Context: an optimization exercise on an open-source flow, tuned for small area and a short achievable clock period. The choices shown serve that exercise and are no tape-out recipe.
Only simulation tests tie the RTL to the original design; equivalence was not proved.

<file path="design/flow/run.sh">
#!/bin/bash
# synth_recipe.tcl (not shown) runs the flow's synth.tcl, then flattens the netlist and writes it again
# the make line also repeats each setting of config.mk as NAME=value (left out here)
make -C /OpenROAD-flow-scripts/flow DESIGN_CONFIG=/design/flow/config.mk WORK_HOME=/design/flow/orfs CLKGATE_MAP_FILE= SYNTH_SCRIPT=/design/flow/synth_recipe.tcl finish
</file>
<file path="design/flow/config.mk">
export PLATFORM = sky130hd
export DESIGN_NAME = rmdo_core
export DESIGN_NICKNAME = rmdo_core
export VERILOG_FILES = /design/flow/design.v
export SDC_FILE = /design/flow/constraint.sdc
export NUM_CORES = 4
export LEC_CHECK = 0
export CAP_MARGIN = 20
export CORE_MARGIN = 2
export CORE_UTILIZATION = 40
export SLEW_MARGIN = 20
export SYNTH_MEMORY_MAX_BITS = 32768
</file>
<file path="design/flow/constraint.sdc">
create_clock -name core_clock -period 180.0 [get_ports {clk}]
set_input_delay 36.0000 -clock core_clock [delete_from_list [all_inputs] [get_ports {clk}]]
set_output_delay 36.0000 -clock core_clock [all_outputs]
set_load 0.01 [all_outputs]
</file>
<file path="design/flow/design.v">
module rmdo_pitch_rom (
    input  wire [9:0]  addr,
    output reg  [15:0] data
);
    always @(*) begin
        case (addr)
            10'd0: data = 16'd69;
            10'd1: data = 16'd69;
            10'd2: data = 16'd69;
            10'd3: data = 16'd70;
            10'd4: data = 16'd70;
            10'd5: data = 16'd71;
            10'd6: data = 16'd71;
            10'd7: data = 16'd71;
            10'd8: data = 16'd72;
            10'd9: data = 16'd72;
            10'd10: data = 16'd73;
            10'd11: data = 16'd73;
            10'd12: data = 16'd74;
            10'd13: data = 16'd74;
            10'd14: data = 16'd74;
            10'd15: data = 16'd75;
            10'd16: data = 16'd75;
            10'd17: data = 16'd76;
            10'd18: data = 16'd76;
            10'd19: data = 16'd77;
            10'd20: data = 16'd77;
            10'd21: data = 16'd77;
            10'd22: data = 16'd78;
            10'd23: data = 16'd78;
            10'd24: data = 16'd79;
            10'd25: data = 16'd79;
            10'd26: data = 16'd80;
            10'd27: data = 16'd80;
            10'd28: data = 16'd81;
            10'd29: data = 16'd81;
            10'd30: data = 16'd82;
            10'd31: data = 16'd82;
            10'd32: data = 16'd83;
            10'd33: data = 16'd83;
            10'd34: data = 16'd83;
            10'd35: data = 16'd84;
            10'd36: data = 16'd84;
            10'd37: data = 16'd85;
            10'd38: data = 16'd85;
            10'd39: data = 16'd86;
            10'd40: data = 16'd86;
            10'd41: data = 16'd87;
            10'd42: data = 16'd87;
            10'd43: data = 16'd88;
            10'd44: data = 16'd88;
            10'd45: data = 16'd89;
            10'd46: data = 16'd89;
            10'd47: data = 16'd90;
            10'd48: data = 16'd90;
            10'd49: data = 16'd91;
            10'd50: data = 16'd92;
            10'd51: data = 16'd92;
            10'd52: data = 16'd93;
            10'd53: data = 16'd93;
            10'd54: data = 16'd94;
            10'd55: data = 16'd94;
            10'd56: data = 16'd95;
            10'd57: data = 16'd95;
            10'd58: data = 16'd96;
            10'd59: data = 16'd96;
            10'd60: data = 16'd97;
            10'd61: data = 16'd98;
            10'd62: data = 16'd98;
            10'd63: data = 16'd99;
            10'd64: data = 16'd99;
            10'd65: data = 16'd100;
            10'd66: data = 16'd100;
            10'd67: data = 16'd101;
            10'd68: data = 16'd102;
            10'd69: data = 16'd102;
            10'd70: data = 16'd103;
            10'd71: data = 16'd103;
            10'd72: data = 16'd104;
            10'd73: data = 16'd105;
            10'd74: data = 16'd105;
            10'd75: data = 16'd106;
            10'd76: data = 16'd106;
            10'd77: data = 16'd107;
            10'd78: data = 16'd108;
            10'd79: data = 16'd108;
            10'd80: data = 16'd109;
            10'd81: data = 16'd110;
            10'd82: data = 16'd110;
            10'd83: data = 16'd111;
            10'd84: data = 16'd111;
            10'd85: data = 16'd112;
            10'd86: data = 16'd113;
            10'd87: data = 16'd113;
            10'd88: data = 16'd114;
            10'd89: data = 16'd115;
            10'd90: data = 16'd115;
            10'd91: data = 16'd116;
            10'd92: data = 16'd117;
            10'd93: data = 16'd117;
            10'd94: data = 16'd118;
            10'd95: data = 16'd119;
            10'd96: data = 16'd119;
            10'd97: data = 16'd120;
            10'd98: data = 16'd121;
            10'd99: data = 16'd121;
            10'd100: data = 16'd122;
            10'd101: data = 16'd123;
            10'd102: data = 16'd124;
            10'd103: data = 16'd124;
            10'd104: data = 16'd125;
            10'd105: data = 16'd126;
            10'd106: data = 16'd127;
            10'd107: data = 16'd127;
            10'd108: data = 16'd128;
            10'd109: data = 16'd129;
            10'd110: data = 16'd129;
            10'd111: data = 16'd130;
            10'd112: data = 16'd131;
            10'd113: data = 16'd132;
            10'd114: data = 16'd132;
            10'd115: data = 16'd133;
            10'd116: data = 16'd134;
            10'd117: data = 16'd135;
            10'd118: data = 16'd136;
            10'd119: data = 16'd136;
            10'd120: data = 16'd137;
            10'd121: data = 16'd138;
            10'd122: data = 16'd139;
            10'd123: data = 16'd140;
            10'd124: data = 16'd140;
            10'd125: data = 16'd141;
            10'd126: data = 16'd142;
            10'd127: data = 16'd143;
            10'd128: data = 16'd144;
            10'd129: data = 16'd144;
            10'd130: data = 16'd145;
            10'd131: data = 16'd146;
            10'd132: data = 16'd147;
            10'd133: data = 16'd148;
            10'd134: data = 16'd149;
            10'd135: data = 16'd150;
            10'd136: data = 16'd150;
            10'd137: data = 16'd151;
            10'd138: data = 16'd152;
            10'd139: data = 16'd153;
            10'd140: data = 16'd154;
            10'd141: data = 16'd155;
            10'd142: data = 16'd156;
            10'd143: data = 16'd157;
            10'd144: data = 16'd158;
            10'd145: data = 16'd158;
            10'd146: data = 16'd159;
            10'd147: data = 16'd160;
            10'd148: data = 16'd161;
            10'd149: data = 16'd162;
            10'd150: data = 16'd163;
            10'd151: data = 16'd164;
            10'd152: data = 16'd165;
            10'd153: data = 16'd166;
            10'd154: data = 16'd167;
            10'd155: data = 16'd168;
            10'd156: data = 16'd169;
            10'd157: data = 16'd170;
            10'd158: data = 16'd171;
            10'd159: data = 16'd172;
            10'd160: data = 16'd173;
            10'd161: data = 16'd174;
            10'd162: data = 16'd175;
            10'd163: data = 16'd176;
            10'd164: data = 16'd177;
            10'd165: data = 16'd178;
            10'd166: data = 16'd179;
            10'd167: data = 16'd180;
            10'd168: data = 16'd181;
            10'd169: data = 16'd182;
            10'd170: data = 16'd183;
            10'd171: data = 16'd184;
            10'd172: data = 16'd185;
            10'd173: data = 16'd186;
            10'd174: data = 16'd187;
            10'd175: data = 16'd188;
            10'd176: data = 16'd190;
            10'd177: data = 16'd191;
            10'd178: data = 16'd192;
            10'd179: data = 16'd193;
            10'd180: data = 16'd194;
            10'd181: data = 16'd195;
            10'd182: data = 16'd196;
            10'd183: data = 16'd197;
            10'd184: data = 16'd199;
            10'd185: data = 16'd200;
            10'd186: data = 16'd201;
            10'd187: data = 16'd202;
            10'd188: data = 16'd203;
            10'd189: data = 16'd204;
            10'd190: data = 16'd206;
            10'd191: data = 16'd207;
            10'd192: data = 16'd208;
            10'd193: data = 16'd209;
            10'd194: data = 16'd210;
            10'd195: data = 16'd212;
            10'd196: data = 16'd213;
            10'd197: data = 16'd214;
            10'd198: data = 16'd215;
            10'd199: data = 16'd216;
            10'd200: data = 16'd218;
            10'd201: data = 16'd219;
            10'd202: data = 16'd220;
            10'd203: data = 16'd222;
            10'd204: data = 16'd223;
            10'd205: data = 16'd224;
            10'd206: data = 16'd225;
            10'd207: data = 16'd227;
            10'd208: data = 16'd228;
            10'd209: data = 16'd229;
            10'd210: data = 16'd231;
            10'd211: data = 16'd232;
            10'd212: data = 16'd233;
            10'd213: data = 16'd235;
            10'd214: data = 16'd236;
            10'd215: data = 16'd237;
            10'd216: data = 16'd239;
            10'd217: data = 16'd240;
            10'd218: data = 16'd242;
            10'd219: data = 16'd243;
            10'd220: data = 16'd244;
            10'd221: data = 16'd246;
            10'd222: data = 16'd247;
            10'd223: data = 16'd249;
            10'd224: data = 16'd250;
            10'd225: data = 16'd252;
            10'd226: data = 16'd253;
            10'd227: data = 16'd254;
            10'd228: data = 16'd256;
            10'd229: data = 16'd257;
            10'd230: data = 16'd259;
            10'd231: data = 16'd260;
            10'd232: data = 16'd262;
            10'd233: data = 16'd263;
            10'd234: data = 16'd265;
            10'd235: data = 16'd267;
            10'd236: data = 16'd268;
            10'd237: data = 16'd270;
            10'd238: data = 16'd271;
            10'd239: data = 16'd273;
            10'd240: data = 16'd274;
            10'd241: data = 16'd276;
            10'd242: data = 16'd278;
            10'd243: data = 16'd279;
            10'd244: data = 16'd281;
            10'd245: data = 16'd282;
            10'd246: data = 16'd284;
            10'd247: data = 16'd286;
            10'd248: data = 16'd287;
            10'd249: data = 16'd289;
            10'd250: data = 16'd291;
            10'd251: data = 16'd292;
            10'd252: data = 16'd294;
            10'd253: data = 16'd296;
            10'd254: data = 16'd297;
            10'd255: data = 16'd299;
            10'd256: data = 16'd301;
            10'd257: data = 16'd303;
            10'd258: data = 16'd304;
            10'd259: data = 16'd306;
            10'd260: data = 16'd308;
            10'd261: data = 16'd310;
            10'd262: data = 16'd312;
            10'd263: data = 16'd313;
            10'd264: data = 16'd315;
            10'd265: data = 16'd317;
            10'd266: data = 16'd319;
            10'd267: data = 16'd321;
            10'd268: data = 16'd322;
            10'd269: data = 16'd324;
            10'd270: data = 16'd326;
            10'd271: data = 16'd328;
            10'd272: data = 16'd330;
            10'd273: data = 16'd332;
            10'd274: data = 16'd334;
            10'd275: data = 16'd336;
            10'd276: data = 16'd338;
            10'd277: data = 16'd340;
            10'd278: data = 16'd342;
            10'd279: data = 16'd344;
            10'd280: data = 16'd346;
            10'd281: data = 16'd348;
            10'd282: data = 16'd350;
            10'd283: data = 16'd352;
            10'd284: data = 16'd354;
            10'd285: data = 16'd356;
            10'd286: data = 16'd358;
            10'd287: data = 16'd360;
            10'd288: data = 16'd362;
            10'd289: data = 16'd364;
            10'd290: data = 16'd366;
            10'd291: data = 16'd368;
            10'd292: data = 16'd370;
            10'd293: data = 16'd373;
            10'd294: data = 16'd375;
            10'd295: data = 16'd377;
            10'd296: data = 16'd379;
            10'd297: data = 16'd381;
            10'd298: data = 16'd384;
            10'd299: data = 16'd386;
            10'd300: data = 16'd388;
            10'd301: data = 16'd390;
            10'd302: data = 16'd392;
            10'd303: data = 16'd395;
            10'd304: data = 16'd397;
            10'd305: data = 16'd399;
            10'd306: data = 16'd402;
            10'd307: data = 16'd404;
            10'd308: data = 16'd406;
            10'd309: data = 16'd409;
            10'd310: data = 16'd411;
            10'd311: data = 16'd413;
            10'd312: data = 16'd416;
            10'd313: data = 16'd418;
            10'd314: data = 16'd421;
            10'd315: data = 16'd423;
            10'd316: data = 16'd426;
            10'd317: data = 16'd428;
            10'd318: data = 16'd430;
            10'd319: data = 16'd433;
            10'd320: data = 16'd435;
            10'd321: data = 16'd438;
            10'd322: data = 16'd441;
            10'd323: data = 16'd443;
            10'd324: data = 16'd446;
            10'd325: data = 16'd448;
            10'd326: data = 16'd451;
            10'd327: data = 16'd453;
            10'd328: data = 16'd456;
            10'd329: data = 16'd459;
            10'd330: data = 16'd461;
            10'd331: data = 16'd464;
            10'd332: data = 16'd467;
            10'd333: data = 16'd469;
            10'd334: data = 16'd472;
            10'd335: data = 16'd475;
            10'd336: data = 16'd478;
            10'd337: data = 16'd480;
            10'd338: data = 16'd483;
            10'd339: data = 16'd486;
            10'd340: data = 16'd489;
            10'd341: data = 16'd492;
            10'd342: data = 16'd494;
            10'd343: data = 16'd497;
            10'd344: data = 16'd500;
            10'd345: data = 16'd503;
            10'd346: data = 16'd506;
            10'd347: data = 16'd509;
            10'd348: data = 16'd512;
            10'd349: data = 16'd515;
            10'd350: data = 16'd518;
            10'd351: data = 16'd521;
            10'd352: data = 16'd524;
            10'd353: data = 16'd527;
            10'd354: data = 16'd530;
            10'd355: data = 16'd533;
            10'd356: data = 16'd536;
            10'd357: data = 16'd539;
            10'd358: data = 16'd542;
            10'd359: data = 16'd546;
            10'd360: data = 16'd549;
            10'd361: data = 16'd552;
            10'd362: data = 16'd555;
            10'd363: data = 16'd558;
            10'd364: data = 16'd561;
            10'd365: data = 16'd565;
            10'd366: data = 16'd568;
            10'd367: data = 16'd571;
            10'd368: data = 16'd575;
            10'd369: data = 16'd578;
            10'd370: data = 16'd581;
            10'd371: data = 16'd585;
            10'd372: data = 16'd588;
            10'd373: data = 16'd591;
            10'd374: data = 16'd595;
            10'd375: data = 16'd598;
            10'd376: data = 16'd602;
            10'd377: data = 16'd605;
            10'd378: data = 16'd609;
            10'd379: data = 16'd612;
            10'd380: data = 16'd616;
            10'd381: data = 16'd619;
            10'd382: data = 16'd623;
            10'd383: data = 16'd627;
            10'd384: data = 16'd630;
            10'd385: data = 16'd634;
            10'd386: data = 16'd638;
            10'd387: data = 16'd641;
            10'd388: data = 16'd645;
            10'd389: data = 16'd649;
            10'd390: data = 16'd652;
            10'd391: data = 16'd656;
            10'd392: data = 16'd660;
            10'd393: data = 16'd664;
            10'd394: data = 16'd668;
            10'd395: data = 16'd672;
            10'd396: data = 16'd675;
            10'd397: data = 16'd679;
            10'd398: data = 16'd683;
            10'd399: data = 16'd687;
            10'd400: data = 16'd691;
            10'd401: data = 16'd695;
            10'd402: data = 16'd699;
            10'd403: data = 16'd703;
            10'd404: data = 16'd707;
            10'd405: data = 16'd712;
            10'd406: data = 16'd716;
            10'd407: data = 16'd720;
            10'd408: data = 16'd724;
            10'd409: data = 16'd728;
            10'd410: data = 16'd732;
            10'd411: data = 16'd737;
            10'd412: data = 16'd741;
            10'd413: data = 16'd745;
            10'd414: data = 16'd750;
            10'd415: data = 16'd754;
            10'd416: data = 16'd758;
            10'd417: data = 16'd763;
            10'd418: data = 16'd767;
            10'd419: data = 16'd771;
            10'd420: data = 16'd776;
            10'd421: data = 16'd780;
            10'd422: data = 16'd785;
            10'd423: data = 16'd789;
            10'd424: data = 16'd794;
            10'd425: data = 16'd799;
            10'd426: data = 16'd803;
            10'd427: data = 16'd808;
            10'd428: data = 16'd813;
            10'd429: data = 16'd817;
            10'd430: data = 16'd822;
            10'd431: data = 16'd827;
            10'd432: data = 16'd832;
            10'd433: data = 16'd836;
            10'd434: data = 16'd841;
            10'd435: data = 16'd846;
            10'd436: data = 16'd851;
            10'd437: data = 16'd856;
            10'd438: data = 16'd861;
            10'd439: data = 16'd866;
            10'd440: data = 16'd871;
            10'd441: data = 16'd876;
            10'd442: data = 16'd881;
            10'd443: data = 16'd886;
            10'd444: data = 16'd891;
            10'd445: data = 16'd896;
            10'd446: data = 16'd902;
            10'd447: data = 16'd907;
            10'd448: data = 16'd912;
            10'd449: data = 16'd917;
            10'd450: data = 16'd923;
            10'd451: data = 16'd928;
            10'd452: data = 16'd933;
            10'd453: data = 16'd939;
            10'd454: data = 16'd944;
            10'd455: data = 16'd950;
            10'd456: data = 16'd955;
            10'd457: data = 16'd961;
            10'd458: data = 16'd966;
            10'd459: data = 16'd972;
            10'd460: data = 16'd978;
            10'd461: data = 16'd983;
            10'd462: data = 16'd989;
            10'd463: data = 16'd995;
            10'd464: data = 16'd1000;
            10'd465: data = 16'd1006;
            10'd466: data = 16'd1012;
            10'd467: data = 16'd1018;
            10'd468: data = 16'd1024;
            10'd469: data = 16'd1030;
            10'd470: data = 16'd1036;
            10'd471: data = 16'd1042;
            10'd472: data = 16'd1048;
            10'd473: data = 16'd1054;
            10'd474: data = 16'd1060;
            10'd475: data = 16'd1066;
            10'd476: data = 16'd1072;
            10'd477: data = 16'd1078;
            10'd478: data = 16'd1085;
            10'd479: data = 16'd1091;
            10'd480: data = 16'd1097;
            10'd481: data = 16'd1104;
            10'd482: data = 16'd1110;
            10'd483: data = 16'd1117;
            10'd484: data = 16'd1123;
            10'd485: data = 16'd1129;
            10'd486: data = 16'd1136;
            10'd487: data = 16'd1143;
            10'd488: data = 16'd1149;
            10'd489: data = 16'd1156;
            10'd490: data = 16'd1163;
            10'd491: data = 16'd1169;
            10'd492: data = 16'd1176;
            10'd493: data = 16'd1183;
            10'd494: data = 16'd1190;
            10'd495: data = 16'd1197;
            10'd496: data = 16'd1204;
            10'd497: data = 16'd1211;
            10'd498: data = 16'd1218;
            10'd499: data = 16'd1225;
            10'd500: data = 16'd1232;
            10'd501: data = 16'd1239;
            10'd502: data = 16'd1246;
            10'd503: data = 16'd1253;
            10'd504: data = 16'd1261;
            10'd505: data = 16'd1268;
            10'd506: data = 16'd1275;
            10'd507: data = 16'd1283;
            10'd508: data = 16'd1290;
            10'd509: data = 16'd1297;
            10'd510: data = 16'd1305;
            10'd511: data = 16'd1313;
            10'd512: data = 16'd1320;
            10'd513: data = 16'd1328;
            10'd514: data = 16'd1335;
            10'd515: data = 16'd1343;
            10'd516: data = 16'd1351;
            10'd517: data = 16'd1359;
            10'd518: data = 16'd1367;
            10'd519: data = 16'd1375;
            10'd520: data = 16'd1383;
            10'd521: data = 16'd1391;
            10'd522: data = 16'd1399;
            10'd523: data = 16'd1407;
            10'd524: data = 16'd1415;
            10'd525: data = 16'd1423;
            10'd526: data = 16'd1431;
            10'd527: data = 16'd1440;
            10'd528: data = 16'd1448;
            10'd529: data = 16'd1456;
            10'd530: data = 16'd1465;
            10'd531: data = 16'd1473;
            10'd532: data = 16'd1482;
            10'd533: data = 16'd1490;
            10'd534: data = 16'd1499;
            10'd535: data = 16'd1508;
            10'd536: data = 16'd1516;
            10'd537: data = 16'd1525;
            10'd538: data = 16'd1534;
            10'd539: data = 16'd1543;
            10'd540: data = 16'd1552;
            10'd541: data = 16'd1561;
            10'd542: data = 16'd1570;
            10'd543: data = 16'd1579;
            10'd544: data = 16'd1588;
            10'd545: data = 16'd1597;
            10'd546: data = 16'd1607;
            10'd547: data = 16'd1616;
            10'd548: data = 16'd1625;
            10'd549: data = 16'd1635;
            10'd550: data = 16'd1644;
            10'd551: data = 16'd1654;
            10'd552: data = 16'd1663;
            10'd553: data = 16'd1673;
            10'd554: data = 16'd1683;
            10'd555: data = 16'd1692;
            10'd556: data = 16'd1702;
            10'd557: data = 16'd1712;
            10'd558: data = 16'd1722;
            10'd559: data = 16'd1732;
            10'd560: data = 16'd1742;
            10'd561: data = 16'd1752;
            10'd562: data = 16'd1762;
            10'd563: data = 16'd1772;
            10'd564: data = 16'd1783;
            10'd565: data = 16'd1793;
            10'd566: data = 16'd1803;
            10'd567: data = 16'd1814;
            10'd568: data = 16'd1824;
            10'd569: data = 16'd1835;
            10'd570: data = 16'd1845;
            10'd571: data = 16'd1856;
            10'd572: data = 16'd1867;
            10'd573: data = 16'd1878;
            10'd574: data = 16'd1889;
            10'd575: data = 16'd1900;
            10'd576: data = 16'd1911;
            10'd577: data = 16'd1922;
            10'd578: data = 16'd1933;
            10'd579: data = 16'd1944;
            10'd580: data = 16'd1955;
            10'd581: data = 16'd1967;
            10'd582: data = 16'd1978;
            10'd583: data = 16'd1989;
            10'd584: data = 16'd2001;
            10'd585: data = 16'd2013;
            10'd586: data = 16'd2024;
            10'd587: data = 16'd2036;
            10'd588: data = 16'd2048;
            10'd589: data = 16'd2060;
            10'd590: data = 16'd2071;
            10'd591: data = 16'd2083;
            10'd592: data = 16'd2096;
            10'd593: data = 16'd2108;
            10'd594: data = 16'd2120;
            10'd595: data = 16'd2132;
            10'd596: data = 16'd2145;
            10'd597: data = 16'd2157;
            10'd598: data = 16'd2169;
            10'd599: data = 16'd2182;
            10'd600: data = 16'd2195;
            10'd601: data = 16'd2207;
            10'd602: data = 16'd2220;
            10'd603: data = 16'd2233;
            10'd604: data = 16'd2246;
            10'd605: data = 16'd2259;
            10'd606: data = 16'd2272;
            10'd607: data = 16'd2285;
            10'd608: data = 16'd2298;
            10'd609: data = 16'd2312;
            10'd610: data = 16'd2325;
            10'd611: data = 16'd2339;
            10'd612: data = 16'd2352;
            10'd613: data = 16'd2366;
            10'd614: data = 16'd2380;
            10'd615: data = 16'd2393;
            10'd616: data = 16'd2407;
            10'd617: data = 16'd2421;
            10'd618: data = 16'd2435;
            10'd619: data = 16'd2449;
            10'd620: data = 16'd2463;
            10'd621: data = 16'd2478;
            10'd622: data = 16'd2492;
            10'd623: data = 16'd2506;
            10'd624: data = 16'd2521;
            10'd625: data = 16'd2536;
            10'd626: data = 16'd2550;
            10'd627: data = 16'd2565;
            10'd628: data = 16'd2580;
            10'd629: data = 16'd2595;
            10'd630: data = 16'd2610;
            10'd631: data = 16'd2625;
            10'd632: data = 16'd2640;
            10'd633: data = 16'd2656;
            10'd634: data = 16'd2671;
            10'd635: data = 16'd2686;
            10'd636: data = 16'd2702;
            10'd637: data = 16'd2718;
            10'd638: data = 16'd2733;
            10'd639: data = 16'd2749;
            10'd640: data = 16'd2765;
            10'd641: data = 16'd2781;
            10'd642: data = 16'd2797;
            10'd643: data = 16'd2813;
            10'd644: data = 16'd2830;
            10'd645: data = 16'd2846;
            10'd646: data = 16'd2863;
            10'd647: data = 16'd2879;
            10'd648: data = 16'd2896;
            10'd649: data = 16'd2913;
            10'd650: data = 16'd2930;
            10'd651: data = 16'd2947;
            10'd652: data = 16'd2964;
            10'd653: data = 16'd2981;
            10'd654: data = 16'd2998;
            10'd655: data = 16'd3015;
            10'd656: data = 16'd3033;
            10'd657: data = 16'd3050;
            10'd658: data = 16'd3068;
            10'd659: data = 16'd3086;
            10'd660: data = 16'd3104;
            10'd661: data = 16'd3122;
            10'd662: data = 16'd3140;
            10'd663: data = 16'd3158;
            10'd664: data = 16'd3176;
            10'd665: data = 16'd3195;
            10'd666: data = 16'd3213;
            10'd667: data = 16'd3232;
            10'd668: data = 16'd3251;
            10'd669: data = 16'd3269;
            10'd670: data = 16'd3288;
            10'd671: data = 16'd3307;
            10'd672: data = 16'd3327;
            10'd673: data = 16'd3346;
            10'd674: data = 16'd3365;
            10'd675: data = 16'd3385;
            10'd676: data = 16'd3404;
            10'd677: data = 16'd3424;
            10'd678: data = 16'd3444;
            10'd679: data = 16'd3464;
            10'd680: data = 16'd3484;
            10'd681: data = 16'd3504;
            10'd682: data = 16'd3524;
            10'd683: data = 16'd3545;
            10'd684: data = 16'd3565;
            10'd685: data = 16'd3586;
            10'd686: data = 16'd3607;
            10'd687: data = 16'd3628;
            10'd688: data = 16'd3649;
            10'd689: data = 16'd3670;
            10'd690: data = 16'd3691;
            10'd691: data = 16'd3712;
            10'd692: data = 16'd3734;
            10'd693: data = 16'd3756;
            10'd694: data = 16'd3777;
            10'd695: data = 16'd3799;
            10'd696: data = 16'd3821;
            10'd697: data = 16'd3843;
            10'd698: data = 16'd3866;
            10'd699: data = 16'd3888;
            10'd700: data = 16'd3910;
            10'd701: data = 16'd3933;
            10'd702: data = 16'd3956;
            10'd703: data = 16'd3979;
            10'd704: data = 16'd4002;
            10'd705: data = 16'd4025;
            10'd706: data = 16'd4048;
            10'd707: data = 16'd4072;
            10'd708: data = 16'd4095;
            10'd709: data = 16'd4119;
            10'd710: data = 16'd4143;
            10'd711: data = 16'd4167;
            10'd712: data = 16'd4191;
            10'd713: data = 16'd4215;
            10'd714: data = 16'd4240;
            10'd715: data = 16'd4264;
            10'd716: data = 16'd4289;
            10'd717: data = 16'd4314;
            10'd718: data = 16'd4339;
            10'd719: data = 16'd4364;
            10'd720: data = 16'd4389;
            10'd721: data = 16'd4415;
            10'd722: data = 16'd4440;
            10'd723: data = 16'd4466;
            10'd724: data = 16'd4492;
            10'd725: data = 16'd4518;
            10'd726: data = 16'd4544;
            10'd727: data = 16'd4570;
            10'd728: data = 16'd4597;
            10'd729: data = 16'd4624;
            10'd730: data = 16'd4650;
            10'd731: data = 16'd4677;
            10'd732: data = 16'd4704;
            10'd733: data = 16'd4732;
            10'd734: data = 16'd4759;
            10'd735: data = 16'd4787;
            10'd736: data = 16'd4814;
            10'd737: data = 16'd4842;
            10'd738: data = 16'd4870;
            10'd739: data = 16'd4899;
            10'd740: data = 16'd4927;
            10'd741: data = 16'd4955;
            10'd742: data = 16'd4984;
            10'd743: data = 16'd5013;
            10'd744: data = 16'd5042;
            10'd745: data = 16'd5071;
            10'd746: data = 16'd5101;
            10'd747: data = 16'd5130;
            10'd748: data = 16'd5160;
            10'd749: data = 16'd5190;
            10'd750: data = 16'd5220;
            10'd751: data = 16'd5250;
            10'd752: data = 16'd5280;
            10'd753: data = 16'd5311;
            10'd754: data = 16'd5342;
            10'd755: data = 16'd5373;
            10'd756: data = 16'd5404;
            10'd757: data = 16'd5435;
            10'd758: data = 16'd5467;
            10'd759: data = 16'd5498;
            10'd760: data = 16'd5530;
            10'd761: data = 16'd5562;
            10'd762: data = 16'd5594;
            10'd763: data = 16'd5627;
            10'd764: data = 16'd5659;
            10'd765: data = 16'd5692;
            10'd766: data = 16'd5725;
            10'd767: data = 16'd5758;
            10'd768: data = 16'd5792;
            10'd769: data = 16'd5825;
            10'd770: data = 16'd5859;
            10'd771: data = 16'd5893;
            10'd772: data = 16'd5927;
            10'd773: data = 16'd5961;
            10'd774: data = 16'd5996;
            10'd775: data = 16'd6031;
            10'd776: data = 16'd6066;
            10'd777: data = 16'd6101;
            10'd778: data = 16'd6136;
            10'd779: data = 16'd6172;
            10'd780: data = 16'd6207;
            10'd781: data = 16'd6243;
            10'd782: data = 16'd6280;
            10'd783: data = 16'd6316;
            10'd784: data = 16'd6353;
            10'd785: data = 16'd6389;
            10'd786: data = 16'd6426;
            10'd787: data = 16'd6464;
            10'd788: data = 16'd6501;
            10'd789: data = 16'd6539;
            10'd790: data = 16'd6577;
            10'd791: data = 16'd6615;
            10'd792: data = 16'd6653;
            10'd793: data = 16'd6692;
            10'd794: data = 16'd6730;
            10'd795: data = 16'd6769;
            10'd796: data = 16'd6809;
            10'd797: data = 16'd6848;
            10'd798: data = 16'd6888;
            10'd799: data = 16'd6928;
            10'd800: data = 16'd6968;
            10'd801: data = 16'd7008;
            10'd802: data = 16'd7049;
            10'd803: data = 16'd7089;
            10'd804: data = 16'd7131;
            10'd805: data = 16'd7172;
            10'd806: data = 16'd7213;
            10'd807: data = 16'd7255;
            10'd808: data = 16'd7297;
            10'd809: data = 16'd7339;
            10'd810: data = 16'd7382;
            10'd811: data = 16'd7425;
            10'd812: data = 16'd7468;
            10'd813: data = 16'd7511;
            10'd814: data = 16'd7555;
            10'd815: data = 16'd7598;
            10'd816: data = 16'd7642;
            10'd817: data = 16'd7687;
            10'd818: data = 16'd7731;
            10'd819: data = 16'd7776;
            10'd820: data = 16'd7821;
            10'd821: data = 16'd7866;
            10'd822: data = 16'd7912;
            10'd823: data = 16'd7958;
            10'd824: data = 16'd8004;
            10'd825: data = 16'd8050;
            10'd826: data = 16'd8097;
            10'd827: data = 16'd8144;
            10'd828: data = 16'd8191;
            10'd829: data = 16'd8238;
            10'd830: data = 16'd8286;
            10'd831: data = 16'd8334;
            10'd832: data = 16'd8382;
            10'd833: data = 16'd8431;
            10'd834: data = 16'd8480;
            10'd835: data = 16'd8529;
            10'd836: data = 16'd8578;
            10'd837: data = 16'd8628;
            10'd838: data = 16'd8678;
            10'd839: data = 16'd8728;
            10'd840: data = 16'd8779;
            10'd841: data = 16'd8830;
            10'd842: data = 16'd8881;
            10'd843: data = 16'd8932;
            10'd844: data = 16'd8984;
            10'd845: data = 16'd9036;
            10'd846: data = 16'd9088;
            10'd847: data = 16'd9141;
            10'd848: data = 16'd9194;
            10'd849: data = 16'd9247;
            10'd850: data = 16'd9301;
            10'd851: data = 16'd9355;
            10'd852: data = 16'd9409;
            10'd853: data = 16'd9463;
            10'd854: data = 16'd9518;
            10'd855: data = 16'd9573;
            10'd856: data = 16'd9629;
            10'd857: data = 16'd9684;
            10'd858: data = 16'd9741;
            10'd859: data = 16'd9797;
            10'd860: data = 16'd9854;
            10'd861: data = 16'd9911;
            10'd862: data = 16'd9968;
            10'd863: data = 16'd10026;
            10'd864: data = 16'd10084;
            10'd865: data = 16'd10142;
            10'd866: data = 16'd10201;
            10'd867: data = 16'd10260;
            10'd868: data = 16'd10320;
            10'd869: data = 16'd10380;
            10'd870: data = 16'd10440;
            10'd871: data = 16'd10500;
            10'd872: data = 16'd10561;
            10'd873: data = 16'd10622;
            10'd874: data = 16'd10684;
            10'd875: data = 16'd10746;
            10'd876: data = 16'd10808;
            10'd877: data = 16'd10870;
            10'd878: data = 16'd10933;
            10'd879: data = 16'd10997;
            10'd880: data = 16'd11060;
            10'd881: data = 16'd11125;
            10'd882: data = 16'd11189;
            10'd883: data = 16'd11254;
            10'd884: data = 16'd11319;
            10'd885: data = 16'd11385;
            10'd886: data = 16'd11451;
            10'd887: data = 16'd11517;
            10'd888: data = 16'd11584;
            10'd889: data = 16'd11651;
            10'd890: data = 16'd11718;
            10'd891: data = 16'd11786;
            10'd892: data = 16'd11854;
            10'd893: data = 16'd11923;
            10'd894: data = 16'd11992;
            10'd895: data = 16'd12062;
            10'd896: data = 16'd12131;
            10'd897: data = 16'd12202;
            10'd898: data = 16'd12272;
            10'd899: data = 16'd12343;
            10'd900: data = 16'd12415;
            10'd901: data = 16'd12487;
            10'd902: data = 16'd12559;
            10'd903: data = 16'd12632;
            10'd904: data = 16'd12705;
            10'd905: data = 16'd12779;
            10'd906: data = 16'd12853;
            10'd907: data = 16'd12927;
            10'd908: data = 16'd13002;
            10'd909: data = 16'd13077;
            10'd910: data = 16'd13153;
            10'd911: data = 16'd13229;
            10'd912: data = 16'd13306;
            10'd913: data = 16'd13383;
            10'd914: data = 16'd13461;
            10'd915: data = 16'd13539;
            10'd916: data = 16'd13617;
            10'd917: data = 16'd13696;
            10'd918: data = 16'd13775;
            10'd919: data = 16'd13855;
            10'd920: data = 16'd13935;
            10'd921: data = 16'd14016;
            10'd922: data = 16'd14097;
            10'd923: data = 16'd14179;
            10'd924: data = 16'd14261;
            10'd925: data = 16'd14344;
            10'd926: data = 16'd14427;
            10'd927: data = 16'd14510;
            10'd928: data = 16'd14594;
            10'd929: data = 16'd14679;
            10'd930: data = 16'd14764;
            10'd931: data = 16'd14849;
            10'd932: data = 16'd14935;
            10'd933: data = 16'd15022;
            10'd934: data = 16'd15109;
            10'd935: data = 16'd15197;
            10'd936: data = 16'd15285;
            10'd937: data = 16'd15373;
            10'd938: data = 16'd15462;
            10'd939: data = 16'd15552;
            10'd940: data = 16'd15642;
            10'd941: data = 16'd15732;
            10'd942: data = 16'd15824;
            10'd943: data = 16'd15915;
            10'd944: data = 16'd16007;
            10'd945: data = 16'd16100;
            10'd946: data = 16'd16193;
            10'd947: data = 16'd16287;
            10'd948: data = 16'd16382;
            10'd949: data = 16'd16477;
            10'd950: data = 16'd16572;
            10'd951: data = 16'd16668;
            10'd952: data = 16'd16765;
            10'd953: data = 16'd16862;
            10'd954: data = 16'd16959;
            10'd955: data = 16'd17058;
            10'd956: data = 16'd17156;
            10'd957: data = 16'd17256;
            10'd958: data = 16'd17356;
            10'd959: data = 16'd17456;
            10'd960: data = 16'd17557;
            10'd961: data = 16'd17659;
            10'd962: data = 16'd17761;
            10'd963: data = 16'd17864;
            10'd964: data = 16'd17968;
            10'd965: data = 16'd18072;
            10'd966: data = 16'd18177;
            10'd967: data = 16'd18282;
            10'd968: data = 16'd18388;
            10'd969: data = 16'd18494;
            10'd970: data = 16'd18601;
            10'd971: data = 16'd18709;
            10'd972: data = 16'd18818;
            10'd973: data = 16'd18927;
            10'd974: data = 16'd19036;
            10'd975: data = 16'd19146;
            10'd976: data = 16'd19257;
            10'd977: data = 16'd19369;
            10'd978: data = 16'd19481;
            10'd979: data = 16'd19594;
            10'd980: data = 16'd19708;
            10'd981: data = 16'd19822;
            10'd982: data = 16'd19936;
            10'd983: data = 16'd20052;
            10'd984: data = 16'd20168;
            10'd985: data = 16'd20285;
            10'd986: data = 16'd20402;
            10'd987: data = 16'd20521;
            10'd988: data = 16'd20640;
            10'd989: data = 16'd20759;
            10'd990: data = 16'd20879;
            10'd991: data = 16'd21000;
            10'd992: data = 16'd21122;
            10'd993: data = 16'd21244;
            10'd994: data = 16'd21367;
            10'd995: data = 16'd21491;
            10'd996: data = 16'd21616;
            10'd997: data = 16'd21741;
            10'd998: data = 16'd21867;
            10'd999: data = 16'd21994;
            10'd1000: data = 16'd22121;
            10'd1001: data = 16'd22249;
            10'd1002: data = 16'd22378;
            10'd1003: data = 16'd22508;
            10'd1004: data = 16'd22638;
            10'd1005: data = 16'd22769;
            10'd1006: data = 16'd22901;
            10'd1007: data = 16'd23034;
            10'd1008: data = 16'd23167;
            10'd1009: data = 16'd23301;
            10'd1010: data = 16'd23436;
            10'd1011: data = 16'd23572;
            10'd1012: data = 16'd23709;
            10'd1013: data = 16'd23846;
            10'd1014: data = 16'd23984;
            10'd1015: data = 16'd24123;
            10'd1016: data = 16'd24263;
            10'd1017: data = 16'd24403;
            10'd1018: data = 16'd24545;
            10'd1019: data = 16'd24687;
            10'd1020: data = 16'd24830;
            10'd1021: data = 16'd24974;
            10'd1022: data = 16'd25118;
            10'd1023: data = 16'd25264;
            default: data = 16'd0;
        endcase
    end
endmodule
module rmdo_core (
    input  wire        clk,
    input  wire        rst,
    input  wire        tick,
    input  wire        cmd_valid,
    input  wire [31:0] cmd_word,
    output wire [7:0]  out_sample,
    output wire [31:0] result
);
    localparam [15:0] PT_RESET = 16'd69;    
    reg [15:0] lphase, fphase, offcur, offmeas;
    reg [15:0] wrap, negwrap;
    reg [15:0] rtarget, rcurrent, rstart;
    reg [31:0] rremain, rtotal;
    reg        rmode;
    reg [7:0]  out_r;
    reg [31:0] result_r;
    assign out_sample = out_r;
    assign result     = result_r;
    wire [3:0]  op    = cmd_word[31:28];
    wire [11:0] dur   = cmd_word[27:16];
    wire [15:0] v16   = cmd_word[15:0];
    wire [6:0]  note  = cmd_word[6:0];
    wire [10:0] v11   = cmd_word[10:0];
    wire [9:0]  code  = cmd_word[9:0];
    wire [3:0]  regno = cmd_word[3:0];
    wire is_sett_imm   = (op == 4'h1) && (cmd_word[27:16] == 12'd0);
    wire is_sett_glide = (op == 4'h2);
    wire is_setn_imm   = (op == 4'h3) && (cmd_word[27:7]  == 21'd0);
    wire is_setn_glide = (op == 4'h4) && (cmd_word[15:7]  == 9'd0);
    wire is_wroff      = (op == 4'h5) && (cmd_word[27:16] == 12'd0);
    wire is_wrfold     = (op == 4'h6) && (cmd_word[27:11] == 17'd0);
    wire is_lkcode     = (op == 4'h7) && (cmd_word[27:10] == 18'd0);
    wire is_lknote     = (op == 4'h8) && (cmd_word[27:7]  == 21'd0);
    wire is_rdreg      = (op == 4'h9) && (cmd_word[27:4]  == 24'd0);
    wire [6:0] note_cl  = (note < 7'd24) ? 7'd24 : (note > 7'd84) ? 7'd84 : note;
    wire [5:0] midi_idx = note_cl - 7'd24;
    wire [9:0] midi_code;
    wire [9:0] rom_addr = is_lkcode ? code : midi_code;
    wire [15:0] rom_data;
    rmdo_midi_rom  u_midi  (.idx(midi_idx), .code(midi_code));
    rmdo_pitch_rom u_pitch (.addr(rom_addr), .data(rom_data));
    wire [18:0] glide_num   = dur * 19'd125 + 19'd3;
    wire [16:0] glide_ticks = glide_num[18:2];
    reg [15:0] n_lphase, n_fphase, n_offcur, n_offmeas;
    reg [15:0] n_wrap, n_negwrap;
    reg [15:0] n_rtarget, n_rcurrent, n_rstart;
    reg [31:0] n_rremain, n_rtotal;
    reg        n_rmode;
    reg [7:0]  n_out;
    reg [31:0] n_result;
    reg        st_en, st_glide;
    reg [15:0] st_target;
    reg [9:0]  fold_c;
    reg [15:0] fold_w;
    reg [16:0] k;
    reg [16:0] d;           
    reg [15:0] d_mag;
    reg [32:0] dk;
    reg [32:0] q;
    reg [31:0] fprod;
    reg        pl, pf, rpol, pol2;
    reg [7:0]  xl, xf;
    reg [15:0] sqr_l, sqr_f;
    reg [6:0]  ml, mf;
    reg [13:0] rprod;
    reg [6:0]  rm;
    reg [15:0] thr;
    reg [22:0] sprod;
    reg [16:0] s;
    reg [7:0]  r;
    reg [6:0]  f;
    always @(*) begin
        n_lphase   = lphase;
        n_fphase   = fphase;
        n_offcur   = offcur;
        n_offmeas  = offmeas;
        n_wrap     = wrap;
        n_negwrap  = negwrap;
        n_rtarget  = rtarget;
        n_rcurrent = rcurrent;
        n_rstart   = rstart;
        n_rremain  = rremain;
        n_rtotal   = rtotal;
        n_rmode    = rmode;
        n_out      = out_r;
        n_result   = result_r;
        st_en     = 1'b0;
        st_glide  = 1'b0;
        st_target = 16'd0;
        fold_c    = 10'd0;
        fold_w    = 16'd0;
        if (cmd_valid) begin
            if (is_sett_imm)   begin st_en = 1'b1; st_glide = 1'b0; st_target = v16;      end
            if (is_sett_glide) begin st_en = 1'b1; st_glide = 1'b1; st_target = v16;      end
            if (is_setn_imm)   begin st_en = 1'b1; st_glide = 1'b0; st_target = rom_data; end
            if (is_setn_glide) begin st_en = 1'b1; st_glide = 1'b1; st_target = rom_data; end
            if (is_wroff)
                n_offmeas = v16;
            if (is_wrfold) begin
                fold_c    = (v11 > 11'd1023) ? 10'd1023 : v11[9:0];
                fold_w    = 16'd64 + {7'd0, fold_c[9:1]};
                if (fold_w > 16'd511)
                    fold_w = 16'd511;
                n_wrap    = fold_w;
                n_negwrap = ((fold_w >> 1) > 16'd64) ? (fold_w >> 1) : 16'd64;
            end
            if (is_lkcode || is_lknote)
                n_result = {16'd0, rom_data};
            if (is_rdreg) begin
                case (regno)
                    4'd0:    n_result = {16'd0, lphase};
                    4'd1:    n_result = {16'd0, fphase};
                    4'd2:    n_result = {16'd0, offcur};
                    4'd3:    n_result = {16'd0, offmeas};
                    4'd4:    n_result = {16'd0, wrap};
                    4'd5:    n_result = {16'd0, negwrap};
                    4'd6:    n_result = {16'd0, rtarget};
                    4'd7:    n_result = {16'd0, rcurrent};
                    4'd8:    n_result = rremain;
                    4'd9:    n_result = {31'd0, rmode};
                    4'd10:   n_result = {24'd0, out_r};
                    4'd11:   n_result = {16'd0, rstart};
                    4'd12:   n_result = rtotal;
                    default: n_result = 32'd0;
                endcase
            end
            if (st_en) begin
                n_rtarget = st_target;
                if (!st_glide || dur == 12'd0) begin
                    n_rcurrent = st_target;
                    n_rstart   = st_target;
                    n_rtotal   = 32'd0;
                    n_rremain  = 32'd0;
                    n_rmode    = 1'b0;
                end else begin
                    n_rstart   = rcurrent;
                    n_rtotal   = {15'd0, glide_ticks};
                    n_rremain  = {15'd0, glide_ticks};
                    n_rmode    = 1'b1;
                end
            end
        end
        k     = 17'd0;
        d     = 17'd0;
        d_mag = 16'd0;
        dk    = 33'd0;
        q     = 33'd0;
        if (tick) begin
            if (n_rremain == 32'd0 || n_rcurrent == n_rtarget) begin
                n_rremain = 32'd0;
            end else begin
                n_rremain  = n_rremain - 32'd1;
                k          = n_rtotal[16:0] - n_rremain[16:0];
                d          = {1'b0, n_rtarget} - {1'b0, n_rstart};
                d_mag      = d[16] ? (~d[15:0] + 16'd1) : d[15:0];
                dk         = d_mag * k;
                q          = dk / n_rtotal[16:0];
                n_rcurrent = d[16] ? (n_rstart - q[15:0]) : (n_rstart + q[15:0]);
            end
            n_lphase = n_lphase + n_rcurrent;
            if (n_offcur < n_offmeas)
                n_offcur = n_offcur + 16'd1;
            else if (n_offcur > n_offmeas)
                n_offcur = n_offcur - 16'd1;
            fprod    = n_lphase * n_offcur;
            n_fphase = n_lphase + fprod[23:8];
            pl    = n_lphase[15];
            xl    = n_lphase[14:7];
            sqr_l = xl * (8'd255 - xl);
            ml    = sqr_l[13:7];
            pf    = n_fphase[15];
            xf    = n_fphase[14:7];
            sqr_f = xf * (8'd255 - xf);
            mf    = sqr_f[13:7];
            rprod = ml * mf;
            rm    = rprod[13:7];
            rpol  = pl ^ pf;
            thr   = rpol ? n_negwrap : n_wrap;
            sprod = rm * thr[8:0];
            s     = sprod[22:6];
            r     = s[7:0];
            pol2  = rpol ^ s[8];
            f     = r[7] ? ~r[6:0] : r[6:0];
            n_out = pol2 ? (8'd128 - {1'b0, f}) : (8'd128 + {1'b0, f});
        end
    end
    always @(posedge clk) begin
        if (rst) begin
            lphase   <= 16'd0;
            fphase   <= 16'd0;
            offcur   <= 16'd0;
            offmeas  <= 16'd0;
            wrap     <= 16'd64;
            negwrap  <= 16'd64;
            rtarget  <= PT_RESET;
            rcurrent <= PT_RESET;
            rstart   <= PT_RESET;
            rremain  <= 32'd0;
            rtotal   <= 32'd0;
            rmode    <= 1'b0;
            out_r    <= 8'd128;
            result_r <= 32'd0;
        end else begin
            lphase   <= n_lphase;
            fphase   <= n_fphase;
            offcur   <= n_offcur;
            offmeas  <= n_offmeas;
            wrap     <= n_wrap;
            negwrap  <= n_negwrap;
            rtarget  <= n_rtarget;
            rcurrent <= n_rcurrent;
            rstart   <= n_rstart;
            rremain  <= n_rremain;
            rtotal   <= n_rtotal;
            rmode    <= n_rmode;
            out_r    <= n_out;
            result_r <= n_result;
        end
    end
endmodule
module rmdo_midi_rom (
    input  wire [5:0] idx,
    output wire [9:0] code
);
    assign code = idx * 10'd10;
endmodule
</file>
==> results.sh <==
export IMPL_syn_area_um2=73000
export IMPL_min_path_cells=2
export IMPL_cp_arrival_ps=172160
export IMPL_place_port_buffers=75
export IMPL_gp_congestion=1.04
export IMPL_wl_mm=332
export IMPL_syn_num_nets=11600
export IMPL_synth_cell_type_count=123
export IMPL_yosysWarnings=2
export IMPL_min_delay_start="result_r[20]"
export IMPL_switching_share_pct=56.5
export IMPL_fillers=18400
export IMPL_dieArea_um2=186000
export IMPL_clk_pin_slew_ps=60
export IMPL_internal_power_uw=355000
export IMPL_numCtsBuffers=27
export IMPL_crit_path_max_incr_delay_ps=940
export IMPL_setup_viol=0
export IMPL_slew_headroom_pct=16.8
export IMPL_max_cap_violations=0
export IMPL_cp_slowest_cell="o311ai_0"
export IMPL_setup_slack_ps=8300
export IMPL_synth_most_common_cell="nor2_1"
export IMPL_synth_top_area_share_pct=15.7
export IMPL_maxPowerGroup="combinational logic"
export IMPL_antenna_found_initial=6
export IMPL_synth_seq_cells=221
export IMPL_drive_gt1_share_pct=11.7
export IMPL_crit_cells=677
export IMPL_dr_pass1_iters=9
export IMPL_post_route_min_period_ps=171700
export IMPL_clock_skew_ps=20.1
export IMPL_worstMarginPinSlew_ps=1250
export IMPL_leakage_uw=0.0361
export IMPL_track_usage_pct=33.7
export IMPL_nets=11700
export IMPL_fmax_mhz=5.82
export IMPL_htree_levels=1
export IMPL_pg_comb_uw=816000
export IMPL_grt_max_degree=120
export IMPL_slew_violations=0
export IMPL_grt_pass1_wl_mm=485
export IMPL_p_per_area_nw_per_um2=9940
export IMPL_peakVddDrop_mv=6.77
export IMPL_ff2ff_setup_slack_ps=48680
export IMPL_critPathMaxFanout=102
export IMPL_p_comb_share_pct=100.0
export IMPL_met3_usage_pct=5.25
export IMPL_start_util_pct=40.3
export IMPL_top_usage_layer="met2"
export IMPL_avgSynthCellArea_um2=7.22
export IMPL_num_rows=156
export IMPL_clockPowerShare_pct=0
export IMPL_seq_power_share_pct=0
export IMPL_cts_tree="built"
export IMPL_area_growth_pct=12.5
export IMPL_cp_common_cell="o21a_1"
export IMPL_initialDrtViolationCount=8343
export IMPL_vias=79700
export IMPL_clockNetworkPower_uw=56.9
export IMPL_viasPerCell=6.30
export IMPL_cts_hold_buffers=0
export IMPL_final_hold_viol_count=0
export IMPL_critPathCapture="out_r[4]"
export IMPL_synth_edf_count=0
export IMPL_r2r_start="rremain[2]"
export IMPL_synth_cells=10100
export IMPL_r2r_end="out_r[4]"
export IMPL_clk_latency_ps=580
export IMPL_dieHeight_um=431
export IMPL_hold_end="result_r[20]"
export IMPL_worstHoldPathType="flip-flop to flip-flop"
export IMPL_drc=0
export IMPL_crit_type="input port to flip-flop"
export IMPL_crit_path_start_kind="input port"
export IMPL_powerSeq_uw=181
export IMPL_status="complete, no violations"
export IMPL_yosys_area_top_type="ha_1"
export IMPL_die_w_um=431
export IMPL_wl_per_cell_um=26.2
export IMPL_core_area_um2=181000
export IMPL_synth_flop_cell="dfxtp_1"
export IMPL_met1_usage_pct=44.7
export IMPL_end_kind="flip-flop"
export IMPL_power_switching_uw=461000
export IMPL_io_pins=76
export IMPL_ys_top_cells_by_area="ha_1, fa_1, dfxtp_1, nor2_1, nand2_1"
export IMPL_async_reset_ff_share_pct=0
export IMPL_startpoint="cmd_word[3]"
export IMPL_required_ps=180460
export IMPL_clk_path_buf_depth=3
export IMPL_critPathBufInv=61
export IMPL_post_place_ws_ps=671
export IMPL_hpwl_mm=253
export IMPL_synthTopCellsByCount="nor2_1, nand2_1, ha_1"
export IMPL_crit_family="compound AO/OA/AOI/OAI gates"
export IMPL_final_period_utilization_pct=95.4
export IMPL_grt_pass1_vias=76800
export IMPL_use_met2_pct=53.1
export IMPL_drtAntennaViolNets=0
export IMPL_gr_total_overflow=0
export IMPL_power_total_uw=816000
export IMPL_worstRegToRegCells=665
export IMPL_cts_sink_count=221
export IMPL_cts_root_buf="clkbuf_16"
export IMPL_synth_seq_area_share_pct=6.06
[what timing repair did]
| item | in CTS | in global routing |
|---|---|---|
| setup endpoints to repair | 0 | 8 |
| buffers inserted | 0 | 97 |
| gates resized for setup | 0 | 401 |
[sequential cells by signal, indices dropped and copies added, names as in the netlist]
signal,flops
fphase,16
lphase,16
negwrap,9
offcur,16
offmeas,16
out_r,8
rcurrent,16
result_r,32
rmode,1
rremain,32
rstart,16
rtarget,16
rtotal,17
wrap,10
[metal layers]
layer / wire (um) / part of all wire (%) / up-vias
met2: 145000 / 44 / 4061
met1: 137000 / 41 / 38700
met3: 30200 / 9.1 / 903
li1: - / - / 36100
met5: 8 / 0.0024 / -
met4: 20100 / 6.0 / 2
[metrics by stage]
stage	cells	TNS [ps]	instance area (um2)	utilization [%]	hold slack [ps]
final	12700	0	82100	45.4	470
after global routing	12700	-863	82100	45.4	482
after global placement	12500	0	78600	43.5	445
after floorplan	10100	0	73000	-	446
after detailed placement	12500	0	78700	43.5	460
after CTS	12500	0	79600	44.0	469
[cells in the final DEF (no fill, tap or decap), types with 46 or more instances in the layout]
cell type           n
nor2_1           1111
nand2_1          1059
ha_1              907
inv_1             832
a21oi_1           672
fa_1              527
buf_4             527
o21ai_0           434
nor3_1            368
xnor2_1           268
o21a_1            239
dfxtp_1           221
nand3_1           207
xor2_1            171
a21o_1            139
o211ai_1          127
and2_1            125
o31ai_1           123
a211oi_1          118
nand2b_1          113
a31oi_1           105
mux2_2            103
or2_2              99
nor2b_1            97
and3_1             72
mux2i_1            70
a221oi_1           69
nand4_1            67
or3_1              58
o21bai_1           56
o21ai_1            56
clkdlybuf4s50_1    56
a21oi_2            53
a22oi_1            46
[cell families after synthesis]
group | after synthesis | share of synthesized area, %
DFF | 221 | 6.06
AOI/OAI and AO/OA | 2800 | 25.6
adders and majority gates | 1444 | 30.2
and+or+nand+nor | 3610 | 22.7
buffers and inverters | 1383 | 7.17
muxes | 180 | 2.66
xor gates and xnor gates | 466 | 5.63
[area by class of cell]
class / count / area (um2) / share of cell area [%]
Tap cell: 2370 / 2970 / 3.61
Multi-Input combinational cell: 8506 / 65000 / 79.1
Timing Repair Buffer: 656 / 5600 / 6.82
Inverter: 852 / 3230 / 3.94
Clock buffer: 36 / 779 / 0.950
Timing Repair inverter: 1 / 5.00 / 0.00610
Clock inverter: 12 / 119 / 0.145
Antenna cell: 5 / 12.5 / 0.0152
Sequential cell: 221 / 4420 / 5.39

==> what the ideal ports hide <==
The flow's constraints put no driver on any port. The routed layout listed below was extracted and timed again, unchanged, in two steps. Step 1, drivers: a clkbuf_16 drives clk and a buf_2 each remaining input, both assumed. Step 2 adds t to the input delays and takes it off the output delays; t is the mean of the earliest and latest rising clock arrival at the registers after step 1. Input paths then give back, and output paths get back, about the clock's delay inside the block. Slacks: ideal / step 1 / step 2; pairs: ideal / step 1.
shift t [ns]: 0.637
slack for setup (ns): 8.296 / 8.316 / 7.678
hold WS [ns]: 0.470 / 0.470 / 0.470
clock arrival spread, ns: 0.021 / 0.021
worst register clock-pin slew, ns: 0.07 / 0.07
After both steps this run still meets setup and hold. The setup slack of this run moves by +0.020 ns with the drivers and by -0.618 ns with both steps.
